What follows belongs to an exercise in optimizing a design on an open flow for small area; a production flow would make more cautious choices. Only simulation tests tie the RTL to the original design; equivalence was not proved. Power is estimated from default activity; no workload was simulated.

--- flow/config.mk ---
export PLATFORM = sky130hd
export DESIGN_NAME = ir_timing_engine
export DESIGN_NICKNAME = ir_timing_engine
export VERILOG_FILES = /design/flow/design.v
export SDC_FILE = /design/flow/constraint.sdc
export NUM_CORES = 4
export LEC_CHECK = 0
export ABC_AREA = 1
export CAP_MARGIN = 20
export CORE_MARGIN = 2
export CORE_UTILIZATION = 75
export CTS_CLUSTER_DIAMETER = 80
export CTS_CLUSTER_SIZE = 24
export SLEW_MARGIN = 20
--- flow/constraint.sdc ---
create_clock -name core_clock -period 10.0 [get_ports {clk}]
set_input_delay 2.0000 -clock core_clock [delete_from_list [all_inputs] [get_ports {clk}]]
set_output_delay 2.0000 -clock core_clock [all_outputs]
set_load 0.01 [all_outputs]
--- flow/design.v ---
module ir_add #(parameter W = 32, parameter FAST = 0) (
    input  wire [W-1:0] a,
    input  wire [W-1:0] b,
    input  wire         ci,
    output wire [W-1:0] s,
    output wire         co
);
    localparam R  = FAST ? 4 : 2;
    localparam WR = (W + R - 1) / R * R;
    wire [WR-1:0] aa = {{(WR-W){1'b0}}, a};
    wire [WR-1:0] bb = {{(WR-W){1'b0}}, b};
    wire [WR-1:0] p = aa ^ bb;
    wire [WR-1:0] g = aa & bb;
    wire [WR:0]   c;
    assign c[0] = ci;
    genvar i;
    generate
        if (FAST) begin : r4
            for (i = 0; i < WR; i = i + 4) begin : g4
                assign c[i+1] = g[i] | (p[i] & c[i]);
                assign c[i+2] = g[i+1] | (p[i+1] & c[i+1]);
                assign c[i+3] = g[i+2] | (p[i+2] & c[i+2]);
                wire gg = g[i+3] | (p[i+3] & g[i+2]) | (p[i+3] & p[i+2] & g[i+1]) |
                          (p[i+3] & p[i+2] & p[i+1] & g[i]);
                wire pp = &p[i+3:i];
                assign c[i+4] = gg | (pp & c[i]);
            end
        end else begin : r2
            for (i = 0; i < WR; i = i + 2) begin : g2
                assign c[i+1] = g[i] | (p[i] & c[i]);
                assign c[i+2] = g[i+1] | (p[i+1] & g[i]) | (p[i+1] & p[i] & c[i]);
            end
        end
    endgenerate
    assign s  = p[W-1:0] ^ c[W-1:0];
    assign co = c[W];
endmodule
module ir_geq #(parameter W = 32) (
    input  wire [W-1:0] a,
    input  wire [W-1:0] b,
    input  wire         ci,
    output wire         ge
);
    wire [W:0] c;
    assign c[0] = ci;
    genvar i;
    generate
        for (i = 0; i < W; i = i + 1) begin : g1
            assign c[i+1] = (a[i] & ~b[i]) | (c[i] & (a[i] | ~b[i]));
        end
    endgenerate
    assign ge = c[W];
endmodule
module ir_config_check (
    input  wire        cv,
    input  wire        sel_gap,    
    input  wire        sel_short,  
    input  wire [31:0] d,          
    input  wire [31:0] cfg_start,
    input  wire [31:0] cfg_short,
    input  wire [31:0] cfg_long,
    input  wire [31:0] cfg_gap,
    input  wire [31:0] cfg_tol,
    output wire        ov03,
    output wire        ov13,
    output wire        ov23,
    output wire        ov02,
    output wire [1:0]  sym
);
    wire [31:0] r3 = sel_gap ? cfg_gap : sel_short ? cfg_short : d;
    wire [31:0] kt = sel_short ? d : cfg_tol;
    wire [32:0] k  = cv ? {1'b0, cfg_tol} : {kt, 1'b0};
    wire [33:0] h0, h1, h2, h3;
    ir_add #(33) u_h0 (.a({1'b0, cfg_start}), .b(k), .ci(1'b0), .s(h0[32:0]), .co(h0[33]));
    ir_add #(33) u_h1 (.a({1'b0, cfg_short}), .b(k), .ci(1'b0), .s(h1[32:0]), .co(h1[33]));
    ir_add #(33) u_h2 (.a({1'b0, cfg_long}),  .b(k), .ci(1'b0), .s(h2[32:0]), .co(h2[33]));
    ir_add #(33) u_h3 (.a({1'b0, r3}),        .b(k), .ci(1'b0), .s(h3[32:0]), .co(h3[33]));
    wire le02, le03, le13, le20, le23, le30, le31, le32;
    ir_geq #(34) c02 (.a(h0), .b({2'b00, cfg_long}),  .ci(1'b1), .ge(le02));
    ir_geq #(34) c03 (.a(h0), .b({2'b00, r3}),        .ci(1'b1), .ge(le03));
    ir_geq #(34) c13 (.a(h1), .b({2'b00, r3}),        .ci(1'b1), .ge(le13));
    ir_geq #(34) c20 (.a(h2), .b({2'b00, cfg_start}), .ci(1'b1), .ge(le20));
    ir_geq #(34) c23 (.a(h2), .b({2'b00, r3}),        .ci(1'b1), .ge(le23));
    ir_geq #(34) c30 (.a(h3), .b({2'b00, cfg_start}), .ci(1'b1), .ge(le30));
    ir_geq #(34) c31 (.a(h3), .b({2'b00, cfg_short}), .ci(1'b1), .ge(le31));
    ir_geq #(34) c32 (.a(h3), .b({2'b00, cfg_long}),  .ci(1'b1), .ge(le32));
    assign ov02 = le02 & le20;
    assign ov03 = le03 & le30;
    assign ov13 = le13 & le31;
    assign ov23 = le23 & le32;
    wire has_start = |cfg_start;
    assign sym = (has_start & ov03) ? 2'd1 :
                 ov13               ? 2'd2 :
                 ov23               ? 2'd3 : 2'd0;
endmodule
module ir_timing_engine (
    input  wire        clk,
    input  wire        rst,
    input  wire        cmd_valid,
    input  wire [7:0]  cmd,
    input  wire [31:0] op_a,
    input  wire [31:0] op_b,
    output reg         rsp_valid,
    output wire [3:0]  rsp_status,
    output reg  [31:0] rsp_data,
    output wire        carrier_en,
    output wire        line_level,
    output wire        rx_listen
);
    localparam [1:0] RX_IDLE = 2'd0;
    localparam [1:0] RX_HEAD = 2'd1;
    localparam [1:0] RX_WAIT = 2'd2;
    reg [31:0] cfg_start, cfg_short, cfg_long, cfg_gap, cfg_idle, cfg_tol;
    reg [5:0]  packet_bits;
    reg        has_checksum;
    reg        active_level;
    reg        config_valid;
    reg        tx_armed;
    reg        tx_in_gap;
    reg        tx_first;         
    reg        tx_lastbit;       
    reg [5:0]  tx_remaining;
    reg [31:0] tx_buffer;
    reg [31:0] tx_last_time;
    reg        tx_buffer_set;    
    reg        tx_last_set;      
    reg        carrier;
    reg [1:0]  rx_state;
    reg [31:0] rx_packet;
    reg [5:0]  rx_bits;
    reg [31:0] rx_start_time;
    reg [31:0] rx_timeout;
    reg [31:0] rx_last_accept;
    reg        rx_set;           
    reg        faulted;
    reg [2:0]  fault_code;
    reg [2:0]  rsp_st;
    assign rsp_status = {1'b0, rsp_st};
    assign carrier_en = carrier;
    assign line_level = active_level;
    assign rx_listen  = rx_state[1];
    wire [3:0] op = cmd[3:0];
    wire [3:0] hi = cmd[7:4];
    wire hi0 = (hi == 4'd0);
    wire is_nop = (op == 4'd0);
    wire is_wr  = (op == 4'd1);
    wire is_cmt = (op == 4'd2);
    wire is_arm = (op == 4'd3);
    wire is_tck = (op == 4'd4);
    wire is_qry = (op == 4'd5);
    wire is_cls = (op == 4'd6);
    wire is_rxs = (op == 4'd7);
    wire is_rxc = (op == 4'd8);
    wire is_rxp = (op == 4'd9);
    wire legal = is_wr ? (hi <= 4'd6) : (hi0 & (op <= 4'd9));
    wire rx_idle = (rx_state == RX_IDLE);
    wire rx_head = rx_state[0];
    wire rx_wait = rx_state[1];
    wire needs_cfg = is_arm | is_cls | is_rxs | is_rxc | is_rxp;
    wire ok_pre = legal & (~faulted | is_qry);
    wire c2  = legal & faulted & ~is_qry;
    wire c3  = ok_pre & needs_cfg & ~config_valid;
    wire c4  = ok_pre & config_valid &
               ((is_rxs & tx_armed) | (is_arm & ~rx_idle));
    wire c5  = ok_pre & config_valid & ~c4 &
               ((is_rxs & ~rx_idle) | (is_rxc & ~rx_head) | (is_rxp & ~rx_wait));
    wire body = ok_pre & ~c3 & ~c4 & ~c5;
    wire raise = (~legal & ~faulted) | c3 | c4 | c5;
    wire [2:0] new_code = ~legal ? 3'd1 : c3 ? 3'd2 : c4 ? 3'd3 : 3'd4;
    wire go = cmd_valid & ~rst;
    wire run = go & body;
    wire       cfg_we = run & is_wr & ~config_valid;
    wire       w_tol  = ~config_valid & is_wr & (hi == 4'd5);
    wire       ov03, ov13, ov23, ov02;
    wire [1:0] sym;
    ir_config_check u_win (
        .cv          (config_valid),
        .sel_gap     (~config_valid & is_cmt),
        .sel_short   (w_tol),
        .d           (op_a),
        .cfg_start   (cfg_start),
        .cfg_short   (cfg_short),
        .cfg_long    (cfg_long),
        .cfg_gap     (cfg_gap),
        .cfg_tol     (cfg_tol),
        .ov03        (ov03),
        .ov13        (ov13),
        .ov23        (ov23),
        .ov02        (ov02),
        .sym         (sym)
    );
    reg ov01_q, ov12_q;
    always @(posedge clk) begin
        if (rst) begin
            ov01_q <= 1'b1;
            ov12_q <= 1'b1;
        end else if (cfg_we) begin
            case (hi)
                4'd0: ov01_q <= ov13;                  
                4'd1: begin                            
                    ov01_q <= ov03;
                    ov12_q <= ov23;
                end
                4'd2: ov12_q <= ov13;                  
                4'd5: begin                            
                    ov01_q <= ov03;
                    ov12_q <= ov23;
                end
                default: ;
            endcase
        end
    end
    wire has_start = |cfg_start;
    wire bits_ok   = (packet_bits != 6'd0) && (packet_bits <= 6'd32);
    wire cfg_ok    = bits_ok & ~ov13 & ~ov23 & ~ov12_q &
                     ~(has_start & (ov01_q | ov02 | ov03));
    wire q_hi = (op_a[31:5] != 27'd0);
    wire [4:0] qs = op_a[4:0];
    wire [16:0] qsel;
    genvar gi;
    generate
        for (gi = 0; gi < 17; gi = gi + 1) begin : g_qsel
            assign qsel[gi] = is_qry & (qs == gi);
        end
    endgenerate
    wire tx_bitphase = ~tx_in_gap & ~tx_first;
    wire sel_last  = (qsel[10] | is_tck) & tx_last_set;
    wire sel_rxst  = (qsel[13] | is_rxc) & rx_set;
    wire sel_rxla  = (qsel[15] | is_rxp) & rx_set;
    wire sel_gap   = qsel[4] | (is_tck & tx_in_gap);
    wire sel_long  = qsel[3] | (is_tck & tx_bitphase & tx_lastbit);
    wire sel_short = qsel[2] | (is_tck & tx_bitphase & ~tx_lastbit);
    wire sel_to    = (qsel[14] | is_rxc) & rx_set;
    wire sel_idle  = qsel[5] | is_rxp;
    wire [31:0] q1 = ({32{sel_last}} & tx_last_time) |
                     ({32{sel_rxst}} & rx_start_time) |
                     ({32{sel_rxla}} & rx_last_accept);
    wire [31:0] q2 = ({32{sel_gap}}   & cfg_gap) |
                     ({32{sel_long}}  & cfg_long) |
                     ({32{sel_short}} & cfg_short) |
                     ({32{sel_to}}    & rx_timeout) |
                     ({32{sel_idle}}  & cfg_idle);
    wire [31:0] status_word = {5'd0, fault_code, 2'd0, rx_bits, 2'd0, tx_remaining,
                               1'b0, carrier, faulted, rx_state, config_valid,
                               tx_in_gap, tx_armed};
    wire rx_complete;
    wire sel_pkt = (qsel[11] & rx_set & ~q_hi) | (is_rxc & rx_complete);
    wire q_ok = body & is_qry & ~q_hi;
    wire [31:0] q0 = ({32{qsel[0]}}  & status_word) |
                     ({32{qsel[1]}}  & cfg_start) |
                     ({32{qsel[6]}}  & cfg_tol) |
                     ({32{qsel[7]}}  & {22'd0, active_level, has_checksum, 2'b00, packet_bits}) |
                     ({32{qsel[8] & tx_buffer_set}} & tx_buffer) |
                     ({32{qsel[9]}}  & {26'd0, tx_remaining}) |
                     ({32{qsel[12]}} & {26'd0, rx_bits}) |
                     ({32{qsel[16]}} & {29'd0, fault_code});
    wire [31:0] ex = is_rxp ? op_b : op_a;
    wire [31:0] elapsed;
    wire        unused_co;
    ir_add #(.W(32), .FAST(1)) u_sub (.a(ex), .b(~q1), .ci(1'b1), .s(elapsed), .co(unused_co));
    wire e_ge;
    ir_geq #(32) u_cmp (.a(elapsed), .b(q2), .ci(is_tck), .ge(e_ge));
    wire tx_rem_zero = (tx_remaining == 6'd0);
    wire [5:0] tx_bit_index = tx_remaining - 6'd1;
    wire tx_bit = tx_buffer[tx_bit_index[4:0]];
    wire tk_off   = ~tx_armed;
    wire tk_done  = tx_armed & tx_rem_zero;
    wire tk_act   = tx_armed & ~tx_rem_zero;
    wire tk_hold  = tk_act & ~e_ge;
    wire tk_gap   = tk_act & e_ge & ~tx_in_gap;
    wire tk_mark  = tk_act & e_ge & tx_in_gap;
    wire checksum_ok = (rx_packet[1:0] == (rx_packet[3:2] ^ 2'b01));
    assign rx_complete = (~has_checksum | checksum_ok) & (rx_bits == packet_bits);
    wire rx_expired = (|rx_timeout) & e_ge;
    wire s_start = (sym == 2'd1);
    wire s_bit   = sym[1];
    wire s_unrec = (sym == 2'd0);
    wire rx_idle_clr = s_unrec & e_ge;
    wire [31:0] mask;
    generate
        for (gi = 0; gi < 32; gi = gi + 1) begin : g_mask
            if (gi == 0) begin : m0
                assign mask[gi] = 1'b1;
            end else begin : mn
                assign mask[gi] = packet_bits[5] | (packet_bits[4:0] > gi);
            end
        end
    endgenerate
    wire [5:0] rx_bits_inc = (&rx_bits) ? rx_bits : rx_bits + 6'd1;
    reg [2:0] st_n;
    reg [3:0] dlo;
    always @(*) begin
        st_n = 3'd0;
        dlo  = 4'd0;
        if (~legal) begin
            st_n = 3'd7;
            dlo  = faulted ? {1'b0, fault_code} : 4'd1;
        end else if (c2) begin
            st_n = 3'd7;
            dlo  = is_tck ? 4'd1 : {1'b0, fault_code};
        end else if (raise) begin
            st_n = 3'd7;
            dlo  = {1'b0, new_code};
        end else begin
            case (op)
                4'd1: st_n = config_valid ? 3'd3 : 3'd0;
                4'd2: st_n = config_valid ? 3'd3 : (cfg_ok ? 3'd0 : 3'd2);
                4'd3: st_n = tx_armed ? 3'd1 : 3'd0;
                4'd4: dlo  = tk_off  ? 4'd1 :
                             tk_done ? 4'd9 :
                             tk_hold ? 4'd0 :
                             tk_gap  ? 4'd2 :
                             (tx_bit ? 4'd4 : 4'd3);
                4'd6: dlo  = {2'b00, sym};
                4'd8: st_n = rx_complete ? 3'd5 : (rx_expired ? 3'd6 : 3'd4);
                4'd9: dlo  = {1'b0, rx_idle_clr, sym};
                default: ;
            endcase
        end
    end
    wire [31:0] rsp_n = ({32{q_ok}} & (q0 | q1 | q2)) |
                        ({32{sel_pkt & body}} & rx_packet) |
                        {28'd0, dlo};
    always @(posedge clk) begin
        rsp_valid <= go;
        rsp_st    <= st_n;
        rsp_data  <= rsp_n;
    end
    wire [31:0] a_m = op_a & {32{~rst}};
    always @(posedge clk) begin
        if (rst | (cfg_we & (hi == 4'd0))) cfg_start <= a_m;
        if (rst | (cfg_we & (hi == 4'd1))) cfg_short <= a_m;
        if (rst | (cfg_we & (hi == 4'd2))) cfg_long  <= a_m;
        if (rst | (cfg_we & (hi == 4'd3))) cfg_gap   <= a_m;
        if (rst | (cfg_we & (hi == 4'd4))) cfg_idle  <= a_m;
        if (rst | (cfg_we & (hi == 4'd5))) cfg_tol   <= a_m;
        if (rst | (cfg_we & (hi == 4'd6))) begin
            packet_bits  <= a_m[5:0];
            has_checksum <= a_m[8];
            active_level <= a_m[9];
        end
    end
    wire do_arm  = run & is_arm & ~tx_armed;
    wire do_tick = run & is_tck;
    wire do_rxs  = run & is_rxs;
    wire do_rxc  = run & is_rxc;
    wire do_rxp  = run & is_rxp;
    wire do_adv  = do_tick & (tk_gap | tk_mark);
    wire pkt_clr = rst | do_rxs | (do_rxp & (s_start | rx_idle_clr));
    wire pkt_en  = pkt_clr | (do_rxp & s_bit);
    always @(posedge clk) begin
        if (pkt_en) rx_packet <= {rx_packet[30:0], sym[0]} & mask & {32{~pkt_clr}};
    end
    always @(posedge clk) begin
        if (do_arm) tx_buffer <= op_a;
        if (do_adv) tx_last_time <= op_a;
        if (do_rxs) begin
            rx_start_time <= op_b;
            rx_timeout    <= op_a;
        end
        if (do_rxs | (do_rxp & ~s_unrec)) rx_last_accept <= op_b;
    end
    always @(posedge clk) begin
        if (rst) begin
            config_valid  <= 1'b0;
            tx_armed      <= 1'b0;
            tx_in_gap     <= 1'b0;
            tx_first      <= 1'b0;
            tx_lastbit    <= 1'b0;
            tx_remaining  <= 6'd0;
            tx_buffer_set <= 1'b0;
            tx_last_set   <= 1'b0;
            carrier       <= 1'b0;
            rx_state      <= RX_IDLE;
            rx_bits       <= 6'd0;
            rx_set        <= 1'b0;
            faulted       <= 1'b0;
            fault_code    <= 3'd0;
        end else if (go) begin
            if (raise) begin
                faulted    <= 1'b1;
                fault_code <= new_code;
                carrier    <= 1'b0;
            end
            if (c2 & is_tck)
                carrier <= 1'b0;
            if (run & is_cmt & ~config_valid & cfg_ok)
                config_valid <= 1'b1;
            if (do_arm) begin
                tx_remaining  <= packet_bits;
                tx_in_gap     <= 1'b0;
                tx_first      <= 1'b1;
                tx_armed      <= 1'b1;
                tx_buffer_set <= 1'b1;
            end
            if (do_tick) begin
                if (tk_off)
                    carrier <= 1'b0;
                if (tk_done) begin
                    tx_armed <= 1'b0;
                    carrier  <= 1'b0;
                end
                if (tk_gap) begin
                    tx_in_gap   <= 1'b1;
                    carrier     <= 1'b0;
                    tx_last_set <= 1'b1;
                end
                if (tk_mark) begin
                    tx_in_gap    <= 1'b0;
                    carrier      <= 1'b1;
                    tx_remaining <= tx_bit_index;
                    tx_first     <= 1'b0;
                    tx_lastbit   <= tx_bit;
                end
            end
            if (do_rxs) begin
                rx_bits   <= 6'd0;
                rx_state  <= RX_HEAD;
                rx_set    <= 1'b1;
            end
            if (do_rxc) begin
                if (rx_complete | rx_expired)
                    rx_state <= RX_IDLE;
                else
                    rx_state <= RX_WAIT;
            end
            if (do_rxp) begin
                rx_state <= RX_HEAD;
                if (s_start | rx_idle_clr) begin
                    rx_bits   <= 6'd0;
                end else if (s_bit) begin
                    rx_bits   <= rx_bits_inc;
                end
            end
        end
    end
endmodule
--- flow/flow/run.sh ---
#!/bin/bash
set -euo pipefail
bash standard.sh finish \
  "BUFFER_PORTS_ARGS=-buffer_cell sky130_fd_sc_hd__buf_2" \
  "CTS_ARGS=-sink_clustering_enable -repair_clock_nets -sink_clustering_size 24 -sink_clustering_max_diameter 80 -dont_use_dummy_load" \
  > orfs_flow.log 2>&1
--- flow/standard.sh ---
#!/bin/bash
# synth_recipe.tcl (not shown) runs the flow's synth.tcl, then flattens the netlist and writes it again
# the make line also repeats each setting of config.mk as NAME=value (left out here)
make -C /OpenROAD-flow-scripts/flow DESIGN_CONFIG=/design/flow/config.mk WORK_HOME=/design/flow/orfs CLKGATE_MAP_FILE= SYNTH_SCRIPT=/design/flow/synth_recipe.tcl "${@:-finish}"
==> summary.md, run 1 <==
| Metric | Value |
|---|---|
| Crit path kind | in2reg |
| Wire per inst | 25.8 µm |
| Residual DRC | 0 |
| GRT overflow | 0 |
| Final HPWL DP | 82.7 mm |
| Delay-heaviest family, CP | compound AO/OA/AOI/OAI gates |
| Combinational fraction of design power | 0.323 |
| CTS root buf | clkbuf_16 |
| Antenna violations before repair | 7 |
| Sw frac | 0.357 |
| TritonCTS buffer count | 28 |
| Crit path arrival time | 9.93 ns |
| Initial drt markers | 5281 |
| Post-synthesis sequential area ratio | 0.417 |
| Placed inst area | 32700 µm² |
| CTS tree | built |
| Sequential Power Share | 0.451 |
| Filler cells | 2524 |
| Worst rel slew slack | 0.218 |
| Final instance area | 33600 µm² |
| Clk sinks | 457 |
| Power density cells | 149 nW/µm² |
| Slew Viols, Final | 0 |
| Port bufs | 113 |
| Number of flops mapped to enable cells by yosys | 392 |
| Global router's overall resource usage | 0.508 |
| Pin count of the biggest net entering global routing | 70 |
| CP Buf/Inv Count | 14 |
| Setup crit end kind | flop |
| Crit path top cell by count | a31oi_2 |
| Via/cell ratio | 7.05 |
| First-pass GRT wire length | 168 mm |
| Maximum capacitance violations | 0 |
| Power, Total | 5.01 mW |
| Unrepaired setup endpoints after global routing | no |
| Skew final | 0.0678 ns |
| Critical Path Fanout Max | 8 |
| Synthesis-stage register bit count | 457 |
| Vias in the first global route | 29800 |
| Fmax | 104 MHz |
| Total Nets Final | 4139 |
| Antenna Nets Post-Route | 0 |
| Worst-path clk slew | 0.08 ns |
| Area delta synth->final | 7.13% |
| Synth Warn # | 1 |
| Most common cell after layout, fill and taps aside | nand2_1 |
| Status | no timing/DRC/antenna violations |
| Syn_area_per_cell | 8.45 µm² |
| Syn Inst Count | 3707 |
| Leading area contributor after synthesis | edfxtp_1 |
| Crit path required time | 10.34 ns |
| Crit share post-route | 0.959 |
| Total I/O pin count | 115 |
| Crit path time final | 9.59 ns |
| Pre-antenna DRT Iters | 11 |
| Die width | 208 µm |
| CTS max path bufs | 3 |
| Synth top area share | 0.376 |
| Die area | 43400 µm² |
| Leakage power | 14.9 nW |
| Core ar. | 41000 µm² |
| Hold Violations, Final | 0 |
| Top FF cell, synth | edfxtp_1 |
| Dominant cells by area after synthesis | edfxtp_1 38%, nand2_1 9.2%, inv_1 6.9% |
| Ys async rst share | 0 |
| H-tree Lvls | 1 |
| Net switching power | 1.79 mW |
| Detailed Route WL | 112 mm |
| Core Util, Final | 0.818 |
| Syn Std Cell Area | 31300 µm² |
| Hold Crit Class | reg2reg |
| Slew of the pin with the lowest slew margin | 1.16 ns |
| Synth Net Count | 4028 |
| DR vias | 30700 |
| GPL Wtd Cong | 1.13 |
| Final-report setup violation count | 0 |
| CP Launch Type | input pin |
| Share of cells above drive strength 1 | 0.0988 |
| Chip height | 208 µm |
| Clock share of power | 0.226 |
| Worst VDD drop | 0.156 mV |
| Starting Density | 0.764 |
| Critical Path Slowest Stage Cell | fa_1 |
| Placed Cells | 4313 |
| Final Non-Filler Cells | 4352 |
| Clock latency on the worst-skew pair | 0.63 ns |
| CTS Hold Bufs | 0 |
| Post-synthesis cell type count | 70 |
| Slowest stage delay, CP | 0.58 ns |
| Most frequent cells in the layout | 768 x nand2_1, 573 x inv_1, 392 x edfxtp_1 |
| Num rows | 74 |
| Internal | 3.22 mW |
[what timing repair did]
item	4_1_cts	5_1_grt
endpoints found under the setup margin	0	108
setup buffers	0	2
resized for setup	0	18
[flip-flops by register name (all words and copies together) (netlist names), 6 cells and up]
| name | cells |
|---|---|
| rx_start_time | 32 |
| cfg_start | 32 |
| tx_remaining | 6 |
| cfg_short | 32 |
| rx_last_accept | 32 |
| tx_buffer | 32 |
| cfg_tol | 32 |
| cfg_long | 32 |
| rx_bits | 6 |
| rsp_data | 32 |
| tx_last_time | 32 |
| rx_timeout | 32 |
| packet_bits | 6 |
| cfg_gap | 32 |
| rx_packet | 32 |
| cfg_idle | 32 |
[power by group through the flow]
| stage | clock network (mW) | registers (mW) | logic [mW] |
|---|---|---|---|
| 4_1_cts | 1.10 | 2.25 | 1.53 |
| 2_1_floorplan | 0 | 2.25 | 1.09 |
| 3_5_place_dp | 0 | 2.29 | 1.51 |
| 5_1_grt | 1.16 | 2.26 | 1.75 |
| 3_3_place_gp | 0 | 2.29 | 1.43 |
| 6_report | 1.13 | 2.26 | 1.62 |
[worst reg2reg max path: cells and delay by family, from the launching register on]
family	cells	cell delay [ns]
AOI/OAI and AO/OA	16	3.14
adders and majority gates	2	0.98
buffers and inverters	13	1.50
DFF	1	0.32
and+or+nand+nor	17	2.25
[through the flow]
stage                     setup slack (ns)  hold WS (ns)  setup TNS, ns
final                                0.413         0.480              0
after global routing               0.00612         0.482              0
after CTS                            0.125         0.468              0
after detailed placement            -0.434         0.460         -38.07
after global placement             -0.0526         0.448          -1.70
after floorplan                    0.00793         0.422              0
[kinds of logic after synthesis]
group,share of synthesized area
other,0.000120
AO/OA/AOI/OAI,0.150
buffers and inverters,0.0840
flip-flops,0.417
XOR/XNOR,0.0190
AND/OR/NAND/NOR,0.209
adder cells (fa/ha/maj),0.120
[worst paths after layout]
path                start            to  slack (ns)  cells past startpoint
max                cmd[5]  rx_packet[0]        0.41                     51
min           tx_last_set   tx_last_set        0.48                      2
max reg2reg  config_valid  rx_packet[0]        1.56                     48
min reg2reg   tx_last_set   tx_last_set        0.48                      2
[cell usage after synthesis (5+ instances only)]
| master | instances |
|---|---|
| and2_1 | 17 |
| clkbuf_1 | 66 |
| a22o_1 | 23 |
| nor3_2 | 10 |
| a31oi_2 | 5 |
| nand2_4 | 6 |
| buf_1 | 10 |
| fa_1 | 87 |
| nor4_1 | 33 |
| o21ai_1 | 23 |
| a21o_2 | 11 |
| or2_1 | 5 |
| xnor2_1 | 49 |
| or2_0 | 13 |
| o211ai_1 | 30 |
| ha_1 | 159 |
| nand2_1 | 771 |
| nand3_1 | 276 |
| a31oi_1 | 18 |
| o22ai_1 | 120 |
| nor2_1 | 205 |
| dfxtp_1 | 65 |
| a211oi_1 | 9 |
| a221o_1 | 5 |
| buf_2 | 14 |
| or2_2 | 68 |
| a221oi_1 | 47 |
| nor3_1 | 28 |
| nand4_1 | 16 |
| o21ai_0 | 253 |
| nand2_2 | 13 |
| edfxtp_1 | 392 |
| o221ai_1 | 20 |
| clkinv_1 | 5 |
| xor2_1 | 19 |
| a21oi_1 | 163 |
| a2111oi_0 | 5 |
| inv_2 | 15 |
| inv_1 | 573 |
[final cells by class]
type                       instances  area (µm²)  share of cell area
inverter                         593        2230              0.0663
sequential                       457       13100               0.390
timing repair buffer             172        1060              0.0315
antenna                            4        10.0            0.000298
clock buffer                      28         701              0.0209
tap                              532         666              0.0198
multi-input combinational       2566       15800               0.472
[metal layers]
layer	share of wire	track usage	wire length, µm
met5	0.0017	0	194
met4	0.095	0.365	10700
met3	0.17	0.161	18700
met2	0.42	0.770	47500
met1	0.31	0.617	35200
==> run 2: changes to the inputs <==
--- a/flow/design.v
+++ b/flow/design.v
@@ -256,8 +256,8 @@
                      ({32{qsel[16]}} & {29'd0, fault_code});
-    wire [31:0] ex = is_rxp ? op_b : op_a;
-    wire [31:0] elapsed;
+    wire [31:0] ex_n = is_rxp ? ~op_b : ~op_a;
+    wire [31:0] elapsed_n;
     wire        unused_co;
-    ir_add #(.W(32), .FAST(1)) u_sub (.a(ex), .b(~q1), .ci(1'b1), .s(elapsed), .co(unused_co));
+    ir_add #(.W(32), .FAST(1)) u_sub (.a(q1), .b(ex_n), .ci(1'b0), .s(elapsed_n), .co(unused_co));
     wire e_ge;
-    ir_geq #(32) u_cmp (.a(elapsed), .b(q2), .ci(is_tck), .ge(e_ge));
+    ir_geq #(32) u_cmp (.a(~elapsed_n), .b(q2), .ci(is_tck), .ge(e_ge));
     wire tx_rem_zero = (tx_remaining == 6'd0);
==> summary.md, run 2 <==
| Metric | Value |
|---|---|
| Vias in the first global route | 29000 (-2.7%) |
| Post-synthesis sequential area ratio | 0.420 (+0.00267) |
| Total Nets Final | 4112 (-0.65%) |
| Clock latency on the worst-skew pair | 0.62 ns (about the same) |
| Worst VDD drop | 0.141 mV (-9.3%) |
| Starting Density | 0.761 (-0.00313) |
| CTS Hold Bufs | 0 (unchanged) |
| First-pass GRT wire length | 164 mm (-2.2%) |
| DR vias | 30200 (-1.4%) |
| H-tree Lvls | 1 (unchanged) |
| Multi-input combinational cell area | 15700 µm² (-0.56%) |
| Synth Warn # | 1 (unchanged) |
| Total I/O pin count | 115 (unchanged) |
| Critical Path Fanout Max | 37 (+29) |
| Syn_area_per_cell | 8.46 µm² (about the same) |
| Status | no timing/DRC/antenna violations |
| Pre-antenna DRT Iters | 9 (-2) |
| Slew of the pin with the lowest slew margin | 1.16 ns (-0.00189 ns) |
| Cells on Worst Hold Path | 2 (unchanged) |
| Fmax | 105 MHz (+0.66%) |
| Most frequent cell after synthesis | nand2_1 |
| Pin count of the biggest net entering global routing | 69 (-1.4%) |
| Global router's overall resource usage | 0.496 (-0.0123) |
| Reg2Reg Setup Slack | 1.09 ns (-0.47 ns) |
| Port bufs | 113 (unchanged) |
| GPL Wtd Cong | 1.09 (-3.9%) |
| Residual DRC | 0 (unchanged) |
| RR Endpoint | rx_packet[12] |
| TritonCTS buffer count | 27 (-3.6%) |
| CTS max path bufs | 3 (unchanged) |
| Commonest cells post-synth | 820 x nand2_1, 535 x inv_1, 392 x edfxtp_1 |
| Synthesis-stage register bit count | 457 (unchanged) |
| Hold Violations, Final | 0 (unchanged) |
| Leakage power | 14.7 nW (-1.5%) |
| GRT overflow | 0 (unchanged) |
| Synth top area share | 0.378 (+0.00240) |
| Power density cells | 148 nW/µm² (-0.80%) |
| Final-report setup violation count | 0 (unchanged) |
| Crit share post-route | 0.952 (-0.00633) |
| Skew final | 0.0588 ns (-0.00902 ns) |
| Hold Crit Class | reg2reg |
| Area delta synth->final | 7.11% (about the same) |
| Chip height | 208 µm (-0.31%) |
| Antenna violations before repair | 8 (+1) |
| Worst r2r path cells | 50 (+4.2%) |
| Syn Inst Count | 3681 (-0.70%) |
| Final HPWL DP | 80.6 mm (-2.5%) |
| Setup WS pre-CTS | -0.473 ns (-0.0382 ns) |
| Most frequent cells in the layout | 816 x nand2_1, 535 x inv_1, 392 x edfxtp_1 |
| Min-delay src | tx_last_set |
| Crit path arrival time | 9.87 ns (-0.06 ns) |
| Filler cells | 2626 (+4.0%) |
| Die area | 43100 µm² (-0.62%) |
| Post-synthesis cell type count | 67 (-4.3%) |
| Number of flops mapped to enable cells by yosys | 392 (unchanged) |
| Dominant cells by area after synthesis | edfxtp_1 38%, nand2_1 9.9%, inv_1 6.5% |
| Detailed Route WL | 110 mm (-2.2%) |
| Hold Path End | tx_last_set |
| CP Launch Type | input pin |
| Most common cell after layout, fill and taps aside | nand2_1 |
| CTS root buf | clkbuf_16 |
| Worst-path clk slew | 0.09 ns (about the same) |
| Crit path required time | 10.35 ns (about the same) |
| Leading area contributor after synthesis | edfxtp_1 |
| Worst rel slew slack | 0.220 (+0.00127) |
| CTS tree | built |
| Via/cell ratio | 6.99 (-0.83%) |
| Unrepaired setup endpoints after global routing | no |
| Storage cell area | 13100 µm² (unchanged) |
| Setup crit end kind | flop |
| Die width | 208 µm (-0.31%) |
| Syn Std Cell Area | 31100 µm² (-0.64%) |
| Clk sinks | 457 (unchanged) |
| Final worst slack | 0.476 ns (+0.0633 ns) |
| Antenna Nets Post-Route | 0 (unchanged) |
| Share of cells above drive strength 1 | 0.102 (+0.00279) |
| FF-to-FF Start | config_valid |
| Crit path kind | in2reg |
| Synth Net Count | 4001 (-0.67%) |
| Num rows | 74 (unchanged) |
| Slowest stage delay, CP | 0.47 ns (-0.11 ns) |
| Slew Viols, Final | 0 (unchanged) |
| Initial drt markers | 5355 (+1.4%) |
| Critical Path Slowest Stage Cell | fa_1 |
| Top FF cell, synth | edfxtp_1 |
| Crit path time final | 9.52 ns (-0.0633 ns) |
| Post-Route Setup TNS | 0 ns (unchanged) |
| Ys async rst share | 0 (unchanged) |
| Core ar. | 40900 µm² (-0.23%) |
| Wire per inst | 25.4 µm (-1.6%) |
| Maximum capacitance violations | 0 (unchanged) |
==> run 2: final cells by class <==
class                           instances  area share
Multi-Input combinational cell       2577       0.472
Sequential cell                       457       0.392
Inverter                              554      0.0624
Timing Repair Buffer                  175      0.0329
Clock buffer                           27      0.0203
Tap cell                              532      0.0200
Antenna cell                            4    0.000300
==> run 2: worst max-delay path by stage <==
stage,slack (ns),startpoint,endpoint
after detailed placement,-0.47,cmd[1],rx_packet[7]
after global placement,-0.06,cmd[1],rx_packet[7]
final,0.48,cmd[3],rx_packet[12]
after CTS,0.12,cmd[1],rx_packet[7]
after global routing,0.01,cmd[3],rx_packet[12]
after floorplan,0.009,cmd[3],rx_last_accept[0]
==> run 2: cells by family after synthesis <==
logic type | after synthesis | share of synthesized area
compound gates | 737 | 0.144
buf+inv | 650 | 0.0815
flops | 457 | 0.420
xor+xnor | 68 | 0.0191
simple gates | 1522 | 0.215
other cells | 1 | 0.000120
fa+ha+maj | 246 | 0.120
==> run 2: per-stage QoR <==
step / hold slack (ns) / power, mW / cell area (µm²) / utilization / cells
after floorplan: 0.422 / 3.30 / 31100 / - / 3681
after detailed placement: 0.451 / 3.75 / 32500 / 0.794 / 4289
after CTS: 0.459 / 4.81 / 33200 / 0.810 / 4316
after global routing: 0.481 / 5.10 / 33300 / 0.814 / 4323
after global placement: 0.443 / 3.68 / 32400 / 0.793 / 4288
final: 0.467 / 4.93 / 33300 / 0.815 / 4326
==> run 2: worst max-delay path, delay by kind of cell <==
family | cells | cell delay (ns)
AOI/OAI and AO/OA | 19 | 3.59
buffers and inverters | 17 | 1.82
and+or+nand+nor | 14 | 1.68
adders and majority gates | 2 | 0.74
==> run 2: layer usage <==
metal,track usage,part of all wire,wire (µm)
met1,0.621,0.32,35100
met5,0,0.00051,56
met3,0.144,0.16,18100
met2,0.749,0.42,46300
met4,0.336,0.093,10200
==> run 2: repair_timing <==
item                                    in CTS  in global routing
setup buffers                                0                  2
endpoints found under the setup margin       0                107
resized for setup                            0                 18
==> run 2: report_power, final <==
| group | internal, mW | switching [mW] |
|---|---|---|
| Clock | 0.478 | 0.634 |
| Combinational | 0.546 | 1.02 |
| Sequential | 2.16 | 0.102 |
| Total | 3.18 | 1.75 |
==> run 3: changes to the inputs <==
==> flow/flow/run.sh (replaced) <==
#!/bin/bash
set -euo pipefail
bash standard.sh finish \
  "BUFFER_PORTS_ARGS=-buffer_cell sky130_fd_sc_hd__buf_2" \
  "CTS_ARGS=-sink_clustering_enable -repair_clock_nets -sink_clustering_size 16 -sink_clustering_max_diameter 60 -dont_use_dummy_load -sink_clustering_buffer sky130_fd_sc_hd__clkbuf_8" \
  > orfs_flow.log 2>&1
==> summary.md, run 3 <==
| Metric | Value |
|---|---|
| Num rows | 74 (unchanged) |
| Commonest cells post-synth | 820 x nand2_1, 535 x inv_1, 392 x edfxtp_1 |
| H-tree Lvls | 2 (+1) |
| Combinational fraction of design power | 0.318 (about the same) |
| Synth Net Count | 4001 (unchanged) |
| Clock latency on the worst-skew pair | 0.59 ns (-0.03 ns) |
| Setup WS pre-CTS | -0.473 ns (unchanged) |
| Post-synthesis cell type count | 67 (unchanged) |
| Fmax | 104 MHz (-0.51%) |
| Leakage power | 14.7 nW (about the same) |
| Clk sinks | 457 (unchanged) |
| Hold Crit Class | reg2reg |
| GPL Wtd Cong | 1.09 (unchanged) |
| Power, Total | 4.90 mW (-0.61%) |
| Met3 WL | 18.4 mm (+1.4%) |
| Die area | 43100 µm² (unchanged) |
| Number of flops mapped to enable cells by yosys | 392 (unchanged) |
| Clock share of power | 0.221 (-0.004) |
| Final worst slack | 0.428 ns (-0.0486 ns) |
| Die width | 208 µm (unchanged) |
| Initial drt markers | 5459 (+1.9%) |
| Largest family of logic cells by synthesized area | simple AND/OR/NAND/NOR gates |
| Maximum capacitance violations | 0 (unchanged) |
| Sequential Power Share | 0.460 (+0.002) |
| Core ar. | 40900 µm² (unchanged) |
| Unrepaired setup endpoints after global routing | no |
| First-pass GRT wire length | 165 mm (+0.23%) |
| Port bufs | 113 (unchanged) |
| Post-synthesis sequential area ratio | 0.420 (unchanged) |
| Skew final | 0.0583 ns (-0.000482 ns) |
| Met1 WL | 35.1 mm (-0.25%) |
| Syn Inst Count | 3681 (unchanged) |
| Crit path kind | in2reg |
| Placed Cells | 4289 (unchanged) |
| Area delta synth->final | 6.98% |
| Synthesis-stage register bit count | 457 (unchanged) |
| Hold Violations, Final | 0 (unchanged) |
| Pre-antenna DRT Iters | 9 (unchanged) |
| Pin count of the biggest net entering global routing | 69 (unchanged) |
| Sw frac | 0.363 (+0.00701) |
| Top layer reached by signal wires | met5 |
| Worst-path clk slew | 0.11 ns (+0.02 ns) |
| Most frequent cell after synthesis | nand2_1 |
| Leading area contributor after synthesis | edfxtp_1 |
| Critical Path Fanout Max | 20 (-46%) |
| Worst VDD drop | 0.158 mV (+12%) |
| Mux cell area share after synthesis | 0 (unchanged) |
| Adder-cell share of the synthesized area | 0.120 (unchanged) |
| Most common cell after layout, fill and taps aside | nand2_1 |
| Final-report setup violation count | 0 (unchanged) |
| Synth Warn # | 1 (unchanged) |
| Core Util, Final | 0.814 (-0.000979) |
| Crit path top cell by count | inv_1 |
| Total Nets Final | 4127 (+0.36%) |
| CP Launch Type | input pin |
| Top FF cell, synth | edfxtp_1 |
| Detailed Route WL | 110 mm (about the same) |
| Crit path required time | 10.28 ns (-0.07 ns) |
| Via/cell ratio | 6.96 (-0.44%) |
| Delay-heaviest family, CP | compound AO/OA/AOI/OAI gates |
| DR vias | 30200 (-0.046%) |
| CP Buf/Inv Count | 20 (+3) |
| Setup crit end kind | flop |
| Chip height | 208 µm (unchanged) |
| Post-synthesis simple-gate area fraction | 0.215 (unchanged) |
| Crit share post-route | 0.957 (+0.00486) |
| Wire per inst | 25.3 µm (-0.49%) |
| Worst rel slew slack | 0.125 (-0.0952) |
| Share of cells above drive strength 1 | 0.105 (+0.00302) |
| Slew Viols, Final | 0 (unchanged) |
| Synth top area share | 0.378 (unchanged) |
| Met2 routed WL | 46.6 mm (+0.76%) |
| CTS Hold Bufs | 0 (unchanged) |
| GRT overflow | 0 (unchanged) |
| Critical Path Slowest Stage Cell | fa_1 |
| Final HPWL DP | 80.6 mm (unchanged) |
| Status | no timing/DRC/antenna violations |
| Antenna violations before repair | 7 (-1) |
| Internal | 3.13 mW (-1.7%) |
| Slowest stage delay, CP | 0.46 ns (about the same) |
| Crit path arrival time | 9.85 ns (-0.02 ns) |
| CTS root buf | clkbuf_16 |
| CTS tree | built |
| Residual DRC | 0 (unchanged) |
| Crit path time final | 9.57 ns (+0.0486 ns) |
| Total I/O pin count | 115 (unchanged) |
| TritonCTS buffer count | 42 (+56%) |
| Compound-cell area share of the yosys netlist | 0.144 (unchanged) |
| CTS max path bufs | 3 (unchanged) |
| Starting Density | 0.761 (unchanged) |
| Syn Std Cell Area | 31100 µm² (unchanged) |
| Most frequent cells in the layout | 816 x nand2_1, 535 x inv_1, 392 x edfxtp_1 |
| Antenna Nets Post-Route | 0 (unchanged) |
| Final Non-Filler Cells | 4343 (+0.39%) |
| Power density cells | 147 nW/µm² (-0.49%) |
| Net switching power | 1.78 mW (+1.3%) |
| Syn_area_per_cell | 8.46 µm² (unchanged) |
| Dominant cells by area after synthesis | edfxtp_1 38%, nand2_1 9.9%, inv_1 6.5% |
| Xor/xnor cell area share of the yosys netlist | 0.0191 (unchanged) |
| Ys async rst share | 0 (unchanged) |
| Global router's overall resource usage | 0.499 (+0.00322) |
| Vias in the first global route | 29200 (+0.83%) |
| Slew of the pin with the lowest slew margin | 1.30 ns (+0.141 ns) |
| Filler cells | 2647 (+0.80%) |
run 3: final cells by class:
class,instances,area [µm²],area share
repair buffers,175,1100,0.0330
diodes,6,15.0,0.000451
multi-input cells,2577,15700,0.472
inverters,554,2080,0.0625
clock buffers,42,634,0.0191
flip-flops and latches,457,13100,0.393
well taps,532,666,0.0200
run 3: logic make-up (layout without fill, tap and decap cells):
| kind of cell | Yosys count | count (layout) |
|---|---|---|
| simple gates | 1522 | 1525 |
| compound gates | 737 | 737 |
| buf+inv | 650 | 771 |
| flops | 457 | 457 |
| fa+ha+maj | 246 | 246 |
| xor+xnor | 68 | 68 |
| other cells | 1 | 7 |
run 3: worst register-to-register path, delay by kind of cell, from the launching register on:
kind            cells  cell delay [ns]
flops               1             0.79
compound gates     16             3.39
simple gates       14             1.51
buf+inv            16             1.90
fa+ha+maj           3             1.11
run 3: layer usage:
layer	up-vias	track usage
met5	-	0
met4	4	0.352
met3	756	0.154
met2	3039	0.747
met1	13600	0.619
li1	12800	-
run 3: what timing repair did:
| item | CTS | global route |
|---|---|---|
| setup buffers | 0 | 2 |
| resized for setup | 0 | 19 |
| setup endpoints to repair | 0 | 107 |
run 3: final timing paths:
path,startpoint,end,slack (ns),depth (start not counted)
setup / recovery,cmd[3],rx_packet[12],0.43,52
hold / removal,tx_last_set,tx_last_set,0.47,2
setup reg to reg,config_valid,rx_packet[12],0.99,49
hold reg to reg,tx_last_set,tx_last_set,0.47,2
run 3: power groups by stage:
stage	Sequential (mW)	Combinational [mW]	Clock, mW
detailed placement	2.29	1.46	0
CTS	2.25	1.48	1.05
global route	2.26	1.70	1.10
finish	2.26	1.56	1.09
global placement	2.29	1.39	0
floorplan	2.25	1.05	0
run 3: per-stage QoR:
| step | hold WS [ns] | instance area [µm²] | TNS (ns) |
|---|---|---|---|
| 5_1_grt | 0.488 | 33300 | 0 |
| 6_report | 0.469 | 33300 | 0 |
| 3_3_place_gp | 0.443 | 32400 | -1.98 |
| 4_1_cts | 0.465 | 33100 | 0 |
| 2_1_floorplan | 0.422 | 31100 | 0 |
| 3_5_place_dp | 0.451 | 32500 | -34.93 |
==> run 4: changes to the inputs <==
--- a/flow/design.v
+++ b/flow/design.v
@@ -56,3 +56,3 @@
     input  wire        sel_gap,    
-    input  wire        sel_short,  
+    input  wire        tol_wr,     
     input  wire [31:0] d,          
@@ -63,33 +63,53 @@
     input  wire [31:0] cfg_tol,
-    output wire        ov03,
-    output wire        ov13,
-    output wire        ov23,
-    output wire        ov02,
+    output wire        in_start,   
+    output wire        in_short,
+    output wire        in_long,
+    output wire        p01,        
+    output wire        p02,        
+    output wire        p12,        
     output wire [1:0]  sym
 );
-    wire [31:0] r3 = sel_gap ? cfg_gap : sel_short ? cfg_short : d;
-    wire [31:0] kt = sel_short ? d : cfg_tol;
+    wire [31:0] c  = sel_gap ? cfg_gap : d;
+    wire [31:0] kt = tol_wr ? d : cfg_tol;
     wire [32:0] k  = cv ? {1'b0, cfg_tol} : {kt, 1'b0};
-    wire [33:0] h0, h1, h2, h3;
-    ir_add #(33) u_h0 (.a({1'b0, cfg_start}), .b(k), .ci(1'b0), .s(h0[32:0]), .co(h0[33]));
-    ir_add #(33) u_h1 (.a({1'b0, cfg_short}), .b(k), .ci(1'b0), .s(h1[32:0]), .co(h1[33]));
-    ir_add #(33) u_h2 (.a({1'b0, cfg_long}),  .b(k), .ci(1'b0), .s(h2[32:0]), .co(h2[33]));
-    ir_add #(33) u_h3 (.a({1'b0, r3}),        .b(k), .ci(1'b0), .s(h3[32:0]), .co(h3[33]));
-    wire le02, le03, le13, le20, le23, le30, le31, le32;
-    ir_geq #(34) c02 (.a(h0), .b({2'b00, cfg_long}),  .ci(1'b1), .ge(le02));
-    ir_geq #(34) c03 (.a(h0), .b({2'b00, r3}),        .ci(1'b1), .ge(le03));
-    ir_geq #(34) c13 (.a(h1), .b({2'b00, r3}),        .ci(1'b1), .ge(le13));
-    ir_geq #(34) c20 (.a(h2), .b({2'b00, cfg_start}), .ci(1'b1), .ge(le20));
-    ir_geq #(34) c23 (.a(h2), .b({2'b00, r3}),        .ci(1'b1), .ge(le23));
-    ir_geq #(34) c30 (.a(h3), .b({2'b00, cfg_start}), .ci(1'b1), .ge(le30));
-    ir_geq #(34) c31 (.a(h3), .b({2'b00, cfg_short}), .ci(1'b1), .ge(le31));
-    ir_geq #(34) c32 (.a(h3), .b({2'b00, cfg_long}),  .ci(1'b1), .ge(le32));
-    assign ov02 = le02 & le20;
-    assign ov03 = le03 & le30;
-    assign ov13 = le13 & le31;
-    assign ov23 = le23 & le32;
+    wire [31:0] a0_in = tol_wr ? cfg_start : c;
+    wire [31:0] a1_in = tol_wr ? cfg_short : c;
+    wire [33:0] k1 = tol_wr ? {1'b0, k} : ~{1'b0, k};
+    wire [33:0] a0, a1, a2;
+    ir_add #(34) u_a0 (.a({2'b00, a0_in}),     .b({1'b0, k}), .ci(1'b0), .s(a0), .co());
+    ir_add #(34) u_a1 (.a({2'b00, a1_in}),     .b(k1),        .ci(1'b0), .s(a1), .co());
+    ir_add #(34) u_a2 (.a({2'b00, cfg_long}),  .b({1'b0, k}), .ci(1'b0), .s(a2), .co());
+    wire c0_start, c0_short, c0_long;
+    ir_geq #(32) g0s (.a(a0[31:0]), .b(cfg_start), .ci(1'b1), .ge(c0_start));
+    ir_geq #(32) g0h (.a(a0[31:0]), .b(cfg_short), .ci(1'b1), .ge(c0_short));
+    ir_geq #(32) g0l (.a(a0[31:0]), .b(cfg_long),  .ci(1'b1), .ge(c0_long));
+    wire a0_big = a0[33] | a0[32];
+    wire le0_start = a0_big | c0_start;
+    wire le0_short = a0_big | c0_short;
+    wire le0_long  = a0_big | c0_long;
+    wire c1_start, c1_short, c1_long;
+    ir_geq #(32) g1s (.a(a1[31:0]), .b(cfg_start), .ci(1'b1), .ge(c1_start));
+    ir_geq #(32) g1h (.a(a1[31:0]), .b(cfg_short), .ci(1'b1), .ge(c1_short));
+    ir_geq #(32) g1l (.a(a1[31:0]), .b(cfg_long),  .ci(1'b1), .ge(c1_long));
+    wire a1_big = tol_wr ? (a1[33] | a1[32]) : (~a1[33] & a1[32]);
+    wire a1_neg = ~tol_wr & a1[33];
+    wire le1_start = ~a1_neg & (a1_big | c1_start);
+    wire le1_short = ~a1_neg & (a1_big | c1_short);
+    wire le1_long  = ~a1_neg & (a1_big | c1_long);
+    wire c2_start, c2_short;
+    ir_geq #(32) g2s (.a(a2[31:0]), .b(cfg_start), .ci(1'b1), .ge(c2_start));
+    ir_geq #(32) g2h (.a(a2[31:0]), .b(cfg_short), .ci(1'b1), .ge(c2_short));
+    wire a2_big = a2[33] | a2[32];
+    wire le2_start = a2_big | c2_start;
+    wire le2_short = a2_big | c2_short;
+    assign in_start = le0_start & ~le1_start;
+    assign in_short = le0_short & ~le1_short;
+    assign in_long  = le0_long  & ~le1_long;
+    assign p01 = le0_short & le1_start;
+    assign p02 = le0_long  & le2_start;
+    assign p12 = le1_long  & le2_short;
     wire has_start = |cfg_start;
-    assign sym = (has_start & ov03) ? 2'd1 :
-                 ov13               ? 2'd2 :
-                 ov23               ? 2'd3 : 2'd0;
+    assign sym = (has_start & in_start) ? 2'd1 :
+                 in_short               ? 2'd2 :
+                 in_long                ? 2'd3 : 2'd0;
 endmodule
@@ -173,3 +193,3 @@
     wire       w_tol  = ~config_valid & is_wr & (hi == 4'd5);
-    wire       ov03, ov13, ov23, ov02;
+    wire       in_start, in_short, in_long, p01, p02, p12;
     wire [1:0] sym;
@@ -178,3 +198,3 @@
         .sel_gap     (~config_valid & is_cmt),
-        .sel_short   (w_tol),
+        .tol_wr      (w_tol),
         .d           (op_a),
@@ -185,9 +205,11 @@
         .cfg_tol     (cfg_tol),
-        .ov03        (ov03),
-        .ov13        (ov13),
-        .ov23        (ov23),
-        .ov02        (ov02),
+        .in_start    (in_start),
+        .in_short    (in_short),
+        .in_long     (in_long),
+        .p01         (p01),
+        .p02         (p02),
+        .p12         (p12),
         .sym         (sym)
     );
-    reg ov01_q, ov12_q;
+    reg ov01_q, ov02_q, ov12_q;
     always @(posedge clk) begin
@@ -195,2 +217,3 @@
             ov01_q <= 1'b1;
+            ov02_q <= 1'b1;
             ov12_q <= 1'b1;
@@ -198,11 +221,18 @@
             case (hi)
-                4'd0: ov01_q <= ov13;                  
+                4'd0: begin                            
+                    ov01_q <= in_short;
+                    ov02_q <= in_long;
+                end
                 4'd1: begin                            
-                    ov01_q <= ov03;
-                    ov12_q <= ov23;
+                    ov01_q <= in_start;
+                    ov12_q <= in_long;
+                end
+                4'd2: begin                            
+                    ov02_q <= in_start;
+                    ov12_q <= in_short;
                 end
-                4'd2: ov12_q <= ov13;                  
                 4'd5: begin                            
-                    ov01_q <= ov03;
-                    ov12_q <= ov23;
+                    ov01_q <= p01;
+                    ov02_q <= p02;
+                    ov12_q <= p12;
                 end
@@ -214,4 +244,4 @@
     wire bits_ok   = (packet_bits != 6'd0) && (packet_bits <= 6'd32);
-    wire cfg_ok    = bits_ok & ~ov13 & ~ov23 & ~ov12_q &
-                     ~(has_start & (ov01_q | ov02 | ov03));
+    wire cfg_ok    = bits_ok & ~in_short & ~in_long & ~ov12_q &
+                     ~(has_start & (ov01_q | ov02_q | in_start));
     wire q_hi = (op_a[31:5] != 27'd0);
==> flow/flow/run.sh (replaced) <==
#!/bin/bash
set -euo pipefail
bash standard.sh finish \
  "BUFFER_PORTS_ARGS=-buffer_cell sky130_fd_sc_hd__buf_2" \
  "CTS_ARGS=-sink_clustering_enable -repair_clock_nets -sink_clustering_size 24 -sink_clustering_max_diameter 80 -dont_use_dummy_load" \
  > orfs_flow.log 2>&1
==> summary.md, run 4 <==
| Metric | Value |
|---|---|
| Synth top area share | 0.380 (+0.00133) |
| Mux cell area share after synthesis | 0.000323 (+0.000323) |
| Pre-antenna DRT Iters | 12 (+3) |
| Post-synthesis simple-gate area fraction | 0.200 (-0.0156) |
| DR vias | 29900 (-1.2%) |
| Total Nets Final | 4003 (-3.0%) |
| Leakage power | 14.5 nW (-1.0%) |
| Share of cells above drive strength 1 | 0.108 (+0.00339) |
| Synthesis-stage register bit count | 458 (+0.22%) |
| Most frequent cells in the layout | 681 x nand2_1, 618 x inv_1, 392 x edfxtp_1 |
| Clock latency on the worst-skew pair | 0.64 ns (+0.05 ns) |
| Most frequent cell after synthesis | nand2_1 |
| Most common cell after layout, fill and taps aside | nand2_1 |
| Pin count of the biggest net entering global routing | 66 (-4.3%) |
| Global router's overall resource usage | 0.507 (+0.00849) |
| Critical Path Slowest Stage Cell | fa_1 |
| Filler cells | 2682 (+1.3%) |
| Port bufs | 113 (unchanged) |
| Unrepaired setup endpoints after global routing | no |
| Synth Net Count | 3914 (-2.2%) |
| Post-Route Setup TNS | 0 ns (unchanged) |
| Setup WS pre-CTS | 0.215 ns (+0.688 ns) |
| Reg2Reg Setup Slack | 1.70 ns (+0.71 ns) |
| Chip height | 207 µm (-0.17%) |
| GRT overflow | 0 (unchanged) |
| Setup crit end kind | flop |
| Slew Viols, Final | 0 (unchanged) |
| Fmax | 105 MHz (+0.28%) |
| Hold Crit Class | reg2reg |
| Die width | 207 µm (-0.17%) |
| CTS root buf | clkbuf_16 |
| Commonest cells post-synth | 684 x nand2_1, 618 x inv_1, 392 x edfxtp_1 |
| N_diodes | 0 (-6) |
| Die area | 43000 µm² (-0.35%) |
| Worst rel slew slack | 0.246 (+0.122) |
| Ys async rst share | 0 (unchanged) |
| Area delta synth->final | 6.01% |
| Leading area contributor after synthesis | edfxtp_1 |
| Crit path time final | 9.55 ns (-0.0269 ns) |
| Wire per inst | 25.9 µm (+2.6%) |
| TritonCTS buffer count | 28 (-33%) |
| Xor/xnor cell area share of the yosys netlist | 0.0107 (-0.00840) |
| Worst-path clk slew | 0.09 ns (-0.02 ns) |
| Post-synthesis sequential area ratio | 0.422 (+0.00212) |
| Storage cell area | 13100 µm² (+0.14%) |
| CTS tree | built |
| Total I/O pin count | 115 (unchanged) |
| Power density cells | 146 nW/µm² (-0.55%) |
| Crit share post-route | 0.955 (-0.00269) |
| Residual DRC | 0 (unchanged) |
| Clk sinks | 458 (+0.22%) |
| Initial drt markers | 5747 (+5.3%) |
| Syn_area_per_cell | 8.51 µm² (+0.63%) |
| Grt peak-use layer | met2 |
| Syn Inst Count | 3645 (-0.98%) |
| Crit path kind | in2reg |
| Synth Warn # | 1 (unchanged) |
| Num rows | 74 (unchanged) |
| Syn Std Cell Area | 31000 µm² (-0.35%) |
| CP Launch Type | input pin |
| Worst VDD drop | 0.176 mV (+11%) |
| Number of flops mapped to enable cells by yosys | 392 (unchanged) |
| Met3 GRT Util | 0.160 (+0.00575) |
| First-pass GRT wire length | 167 mm (+1.4%) |
| Multi-input combinational cell area | 15000 µm² (-4.4%) |
| CTS max path bufs | 3 (unchanged) |
| Status | no timing/DRC/antenna violations |
| Slowest stage delay, CP | 0.47 ns (about the same) |
| Met2 global-route usage | 0.740 (-0.00713) |
| Compound-cell area share of the yosys netlist | 0.175 (+0.0308) |
| Via/cell ratio | 7.01 (+0.67%) |
| M1 GR Usage | 0.666 (+0.0470) |
| Critical Path Fanout Max | 32 (+60%) |
| Final-report setup violation count | 0 (unchanged) |
| Core ar. | 40800 µm² (-0.23%) |
| Adder-cell share of the synthesized area | 0.0954 (-0.0243) |
| Largest family of logic cells by synthesized area | simple AND/OR/NAND/NOR gates |
| GPL Wtd Cong | 1.14 (+5.3%) |
| Detailed Route WL | 111 mm (+0.78%) |
| Crit path required time | 10.22 ns (-0.06 ns) |
| Maximum capacitance violations | 0 (unchanged) |
| Antenna violations before repair | 4 (-3) |
| Crit path top cell by count | nand2_1 |
| Top FF cell, synth | edfxtp_1 |
| Vias in the first global route | 28900 (-1.2%) |
| H-tree Lvls | 1 (-1) |
| Antenna Nets Post-Route | 0 (unchanged) |
| Dominant cells by area after synthesis | edfxtp_1 38%, nand2_1 8.3%, inv_1 7.5% |
| Final worst slack | 0.455 ns (+0.0269 ns) |
| Hold Violations, Final | 0 (unchanged) |
| Post-synthesis cell type count | 76 (+13%) |
| Final HPWL DP | 80.7 mm (about the same) |
| Starting Density | 0.760 (-0.000941) |
| Slew of the pin with the lowest slew margin | 1.13 ns (-0.175 ns) |
| Crit path arrival time | 9.76 ns (-0.09 ns) |
| Skew final | 0.0763 ns (+0.0180 ns) |
==> run 4: cell count changes in the layout (fill, tap and decap cells not counted), sizes merged, moves of 17 or more <==
cell,before,now
nand2,835,723
nand3,298,194
inv,550,641
o22ai,101,160
a21oi,169,220
nor2,201,247
ha,158,123
xnor2,50,20
or2,80,62
and2,17,0
==> run 4: path summary, 6_finish.rpt <==
kind,cells past startpoint,endpoint,start
hold reg to reg,2,rsp_data[19],rx_packet[19]
setup / recovery,54,rx_packet[1],cmd[2]
setup reg to reg,45,rx_packet[1],config_valid
hold / removal,2,rsp_data[19],rx_packet[19]
==> run 4: stage by stage <==
stage          instance area, µm²  instances  power (mW)   util  hold slack [ns]
2_1_floorplan               31000       3645        3.22      -            0.436
3_3_place_gp                32100       4232        3.56  0.787            0.461
3_5_place_dp                32100       4232        3.63  0.787            0.470
4_1_cts                     32800       4260        4.70  0.804            0.455
5_1_grt                     32900       4264        4.97  0.805            0.482
6_report                    32900       4264        4.82  0.805            0.469
==> run 4: worst max-delay path, delay by kind of cell <==
| kind | cells | cell delay [ns] |
|---|---|---|
| AO/OA/AOI/OAI | 13 | 2.39 |
| adder cells (fa/ha/maj) | 2 | 0.93 |
| buffers and inverters | 9 | 1.38 |
| AND/OR/NAND/NOR | 30 | 3.00 |
==> run 4: area by class of cell <==
| type | count | share of cell area |
|---|---|---|
| clock buffers | 28 | 0.0213 |
| inverters | 648 | 0.0741 |
| multi-input cells | 2438 | 0.458 |
| well taps | 532 | 0.0202 |
| repair buffers | 160 | 0.0287 |
| flip-flops and latches | 458 | 0.398 |
==> run 4: logic make-up (layout without fill, tap and decap cells) <==
kind of cell	count (synthesis)	after routing
buffers and inverters	749	836
DFF	458	458
adders and majority gates	194	194
AOI/OAI and AO/OA	886	886
other	1	1
and+or+nand+nor	1318	1318
muxes	1	1
xor gates and xnor gates	38	38
==> run 4: what timing repair did <==
item / CTS / global route
hold buffers: 0 / 0
gates resized for setup: 0 / 1
setup endpoints to repair: 0 / 3
setup buffers: 0 / 4
==> run 4: per-layer routing <==
metal	part of all wire	vias to the layer above
met5	0.00020	-
met4	0.079	4
met3	0.18	660
met2	0.42	3105
met1	0.32	13400
li1	-	12700
==> run 4: power breakdown <==
part	total [mW]	internal (mW)	switching (mW)
Combinational	1.42	0.472	0.944
Sequential	2.26	2.16	0.0977
Clock	1.14	0.495	0.647
==> run 5: changes to the inputs <==
--- a/flow/design.v
+++ b/flow/design.v
@@ -63,2 +63,6 @@
     input  wire [31:0] cfg_tol,
+    input  wire        e_sel,      
+    input  wire [31:0] e_x,        
+    input  wire [31:0] e_y,        
+    output wire [31:0] elapsed,    
     output wire        in_start,   
@@ -80,3 +84,6 @@
     ir_add #(34) u_a1 (.a({2'b00, a1_in}),     .b(k1),        .ci(1'b0), .s(a1), .co());
-    ir_add #(34) u_a2 (.a({2'b00, cfg_long}),  .b({1'b0, k}), .ci(1'b0), .s(a2), .co());
+    wire [31:0] a2_in = e_sel ? e_x : cfg_long;
+    wire [32:0] k2    = e_sel ? {1'b0, ~e_y} : k;
+    ir_add #(34) u_a2 (.a({2'b00, a2_in}), .b({1'b0, k2}), .ci(e_sel), .s(a2), .co());
+    assign elapsed = a2[31:0];
     wire c0_start, c0_short, c0_long;
@@ -194,2 +201,4 @@
     wire       in_start, in_short, in_long, p01, p02, p12;
+    wire [31:0] elapsed;
+    wire [31:0] q1;             
     wire [1:0] sym;
@@ -205,2 +214,6 @@
         .cfg_tol     (cfg_tol),
+        .e_sel       (is_tck | is_rxc | is_rxp),
+        .e_x         (is_rxp ? op_b : op_a),
+        .e_y         (q1),
+        .elapsed     (elapsed),
         .in_start    (in_start),
@@ -264,3 +277,3 @@
     wire sel_idle  = qsel[5] | is_rxp;
-    wire [31:0] q1 = ({32{sel_last}} & tx_last_time) |
+    assign      q1 = ({32{sel_last}} & tx_last_time) |
                      ({32{sel_rxst}} & rx_start_time) |
@@ -286,8 +299,4 @@
                      ({32{qsel[16]}} & {29'd0, fault_code});
-    wire [31:0] ex_n = is_rxp ? ~op_b : ~op_a;
-    wire [31:0] elapsed_n;
-    wire        unused_co;
-    ir_add #(.W(32), .FAST(1)) u_sub (.a(q1), .b(ex_n), .ci(1'b0), .s(elapsed_n), .co(unused_co));
     wire e_ge;
-    ir_geq #(32) u_cmp (.a(~elapsed_n), .b(q2), .ci(is_tck), .ge(e_ge));
+    ir_geq #(32) u_cmp (.a(elapsed), .b(q2), .ci(is_tck), .ge(e_ge));
     wire tx_rem_zero = (tx_remaining == 6'd0);
==> summary.md, run 5 <==
| Metric | Value |
|---|---|
| Status | no timing/DRC/antenna violations |
| Placed Cells | 4315 (+2.0%) |
| CTS Hold Bufs | 0 (unchanged) |
| Crit path arrival time | 9.81 ns (+0.05 ns) |
| Initial drt markers | 6349 (+10%) |
| Worst VDD drop | 0.227 mV (+29%) |
| Share of cells above drive strength 1 | 0.0898 (-0.0182) |
| Core Util, Final | 0.811 (+0.00611) |
| Port bufs | 113 (unchanged) |
| Unrepaired setup endpoints after global routing | no |
| Post-CTS Setup Bufs | 0 (unchanged) |
| Worst rel slew slack | 0.112 (-0.134) |
| Slowest stage delay, CP | 0.47 ns (about the same) |
| Post-cts repair resize count | 0 (unchanged) |
| Syn Inst Count | 3734 (+2.4%) |
| Hold Crit Class | reg2reg |
| Antenna violations before repair | 13 (+9) |
| Post-synthesis sequential area ratio | 0.435 (+0.0130) |
| Vias in the first global route | 29800 (+3.2%) |
| Critical Path Fanout Max | 19 (-41%) |
| Worst r2r path cells | 44 (-2.2%) |
| Pre-antenna DRT Iters | 10 (-2) |
| Most frequent cells in the layout | 849 x nand2_1, 615 x inv_1, 392 x edfxtp_1 |
| Synth top area share | 0.391 (+0.0117) |
| Die width | 204 µm (-1.5%) |
| H-tree Lvls | 1 (unchanged) |
| Skew final | 0.0590 ns (-0.0174 ns) |
| Global router's overall resource usage | 0.545 (+0.0371) |
| Power, Total | 5.01 mW (+4.0%) |
| Core ar. | 39600 µm² (-2.9%) |
| Detailed Route WL | 114 mm (+2.9%) |
| Crit path required time | 10.23 ns (about the same) |
| Post-Route Setup TNS | 0 ns (unchanged) |
| Slew of the pin with the lowest slew margin | 1.32 ns (+0.194 ns) |
| Critical Path Slowest Stage Cell | fa_1 |
| Final worst slack | 0.422 ns (-0.0325 ns) |
| Crit path time final | 9.58 ns (+0.0325 ns) |
| Area delta synth->final | 6.89% |
| Synth Net Count | 3954 (+1.0%) |
| Residual DRC | 0 (unchanged) |
| Leakage power | 14.2 nW (-2.0%) |
| Final Non-Filler Cells | 4355 (+2.1%) |
| Crit share post-route | 0.958 (+0.00325) |
| GRT overflow | 0 (unchanged) |
| Die area | 41700 µm² (-2.9%) |
| Num rows | 73 (-1.4%) |
| Filler cells | 2621 (-2.3%) |
| Fmax | 104 MHz (-0.34%) |
| Slew Viols, Final | 0 (unchanged) |
| Via/cell ratio | 7.13 (+1.8%) |
| Final-report setup violation count | 0 (unchanged) |
| Commonest cells post-synth | 851 x nand2_1, 618 x inv_1, 392 x edfxtp_1 |
| Dominant cells by area after synthesis | edfxtp_1 39%, nand2_1 11%, inv_1 7.7% |
| Crit path kind | in2reg |
| Post-synthesis cell type count | 69 (-9.2%) |
| DR vias | 31100 (+4.0%) |
| Hold Violations, Final | 0 (unchanged) |
| Total I/O pin count | 115 (unchanged) |
| Synthesis-stage register bit count | 458 (unchanged) |
| Synth Warn # | 1 (unchanged) |
| Syn Std Cell Area | 30100 µm² (-3.0%) |
| Setup WS pre-CTS | 0.204 ns (-0.0111 ns) |
| Leading area contributor after synthesis | edfxtp_1 |
| Number of flops mapped to enable cells by yosys | 392 (unchanged) |
| Chip height | 204 µm (-1.5%) |
| CTS root buf | clkbuf_16 |
| Wire per inst | 26.1 µm (+0.77%) |
| Pin count of the biggest net entering global routing | 55 (-17%) |
| Cells on Worst Hold Path | 2 (unchanged) |
| Top FF cell, synth | edfxtp_1 |
| Most frequent cell after synthesis | nand2_1 |
| Setup crit end kind | flop |
| Worst-path clk slew | 0.10 ns (about the same) |
| Clock latency on the worst-skew pair | 0.63 ns (about the same) |
| Syn_area_per_cell | 8.06 µm² (-5.3%) |
| First-pass GRT wire length | 171 mm (+2.3%) |
| Power density cells | 156 nW/µm² (+6.3%) |
| TritonCTS buffer count | 28 (unchanged) |
| Most common cell after layout, fill and taps aside | nand2_1 |
| CTS max path bufs | 3 (unchanged) |
| Antenna Nets Post-Route | 0 (unchanged) |
| Starting Density | 0.759 (about the same) |
| Maximum capacitance violations | 0 (unchanged) |
| CTS tree | built |
| Clk sinks | 458 (unchanged) |
| Total Nets Final | 4042 (+0.97%) |
| Final HPWL DP | 81.1 mm (+0.50%) |
| GPL Wtd Cong | 1.13 (-0.99%) |
| CP Launch Type | input pin |
| Ys async rst share | 0 (unchanged) |
run 5: cell count changes after synthesis, sizes merged, moves of 18 or more:
cell / delta
a221oi: -28
fa: -23
ha: -26
nand2: +144
nand3: +37
nor3: +28
o211ai: +18
or2: -21
run 5: report_power, final:
group,switching [mW],internal [mW]
clock,0.632,0.495
combinational,1.08,0.544
sequential,0.0950,2.16
run 5: worst paths after layout:
kind,start,end,slack [ns]
worst max-delay path,cmd[1],rx_last_accept[23],0.42
worst min-delay path,rx_packet[31],rsp_data[31],0.48
worst max register to register,config_valid,rx_last_accept[23],1.47
worst min register to register,rx_packet[31],rsp_data[31],0.48
run 5: final cells by class:
type	instances	area, µm²	area share
inverters	634	2380	0.0741
well taps	525	657	0.0204
flip-flops and latches	458	13100	0.407
diodes	10	25.0	0.000778
clock buffers	28	701	0.0218
repair buffers	173	1030	0.0321
multi-input cells	2527	14300	0.444
run 5: logic make-up (layout without fill, tap and decap cells):
kind of cell    after synthesis  after routing  share of synthesized area
compound gates              866            866                      0.175
xor+xnor                     19             19                    0.00553
fa+ha+maj                   146            146                     0.0726
buf+inv                     749            835                     0.0953
flops                       458            458                      0.435
other cells                   1             11                   0.000125
simple gates               1495           1495                      0.216
run 5: layer usage:
metal  share of wire  track usage  vias up
li1                -            -    12900
met3            0.18        0.229      999
met2            0.41        0.785     3354
met4           0.097        0.386       14
met5         0.00083            0        -
met1            0.31        0.659    13800
run 5: critical path, delay by kind of cell:
family	cells	cell delay, ns
compound gates	15	3.18
buf+inv	14	1.89
simple gates	18	1.59
fa+ha+maj	3	1.11
run 5: per-stage QoR:
| step | area [µm²] | hold WS [ns] |
|---|---|---|
| final | 32200 | 0.481 |
| after global routing | 32100 | 0.488 |
| after CTS | 32100 | 0.478 |
| after detailed placement | 31400 | 0.436 |
| after global placement | 31400 | 0.448 |
| after floorplan | 30100 | 0.422 |

Setup slack of run 5, layout unchanged: 0.422 ns with ideal ports, 0.459 ns with driving cells assumed (clock clkbuf_16, inputs buf_2), -0.197 ns with port delays also shifted by the 0.655 ns mid clock arrival.
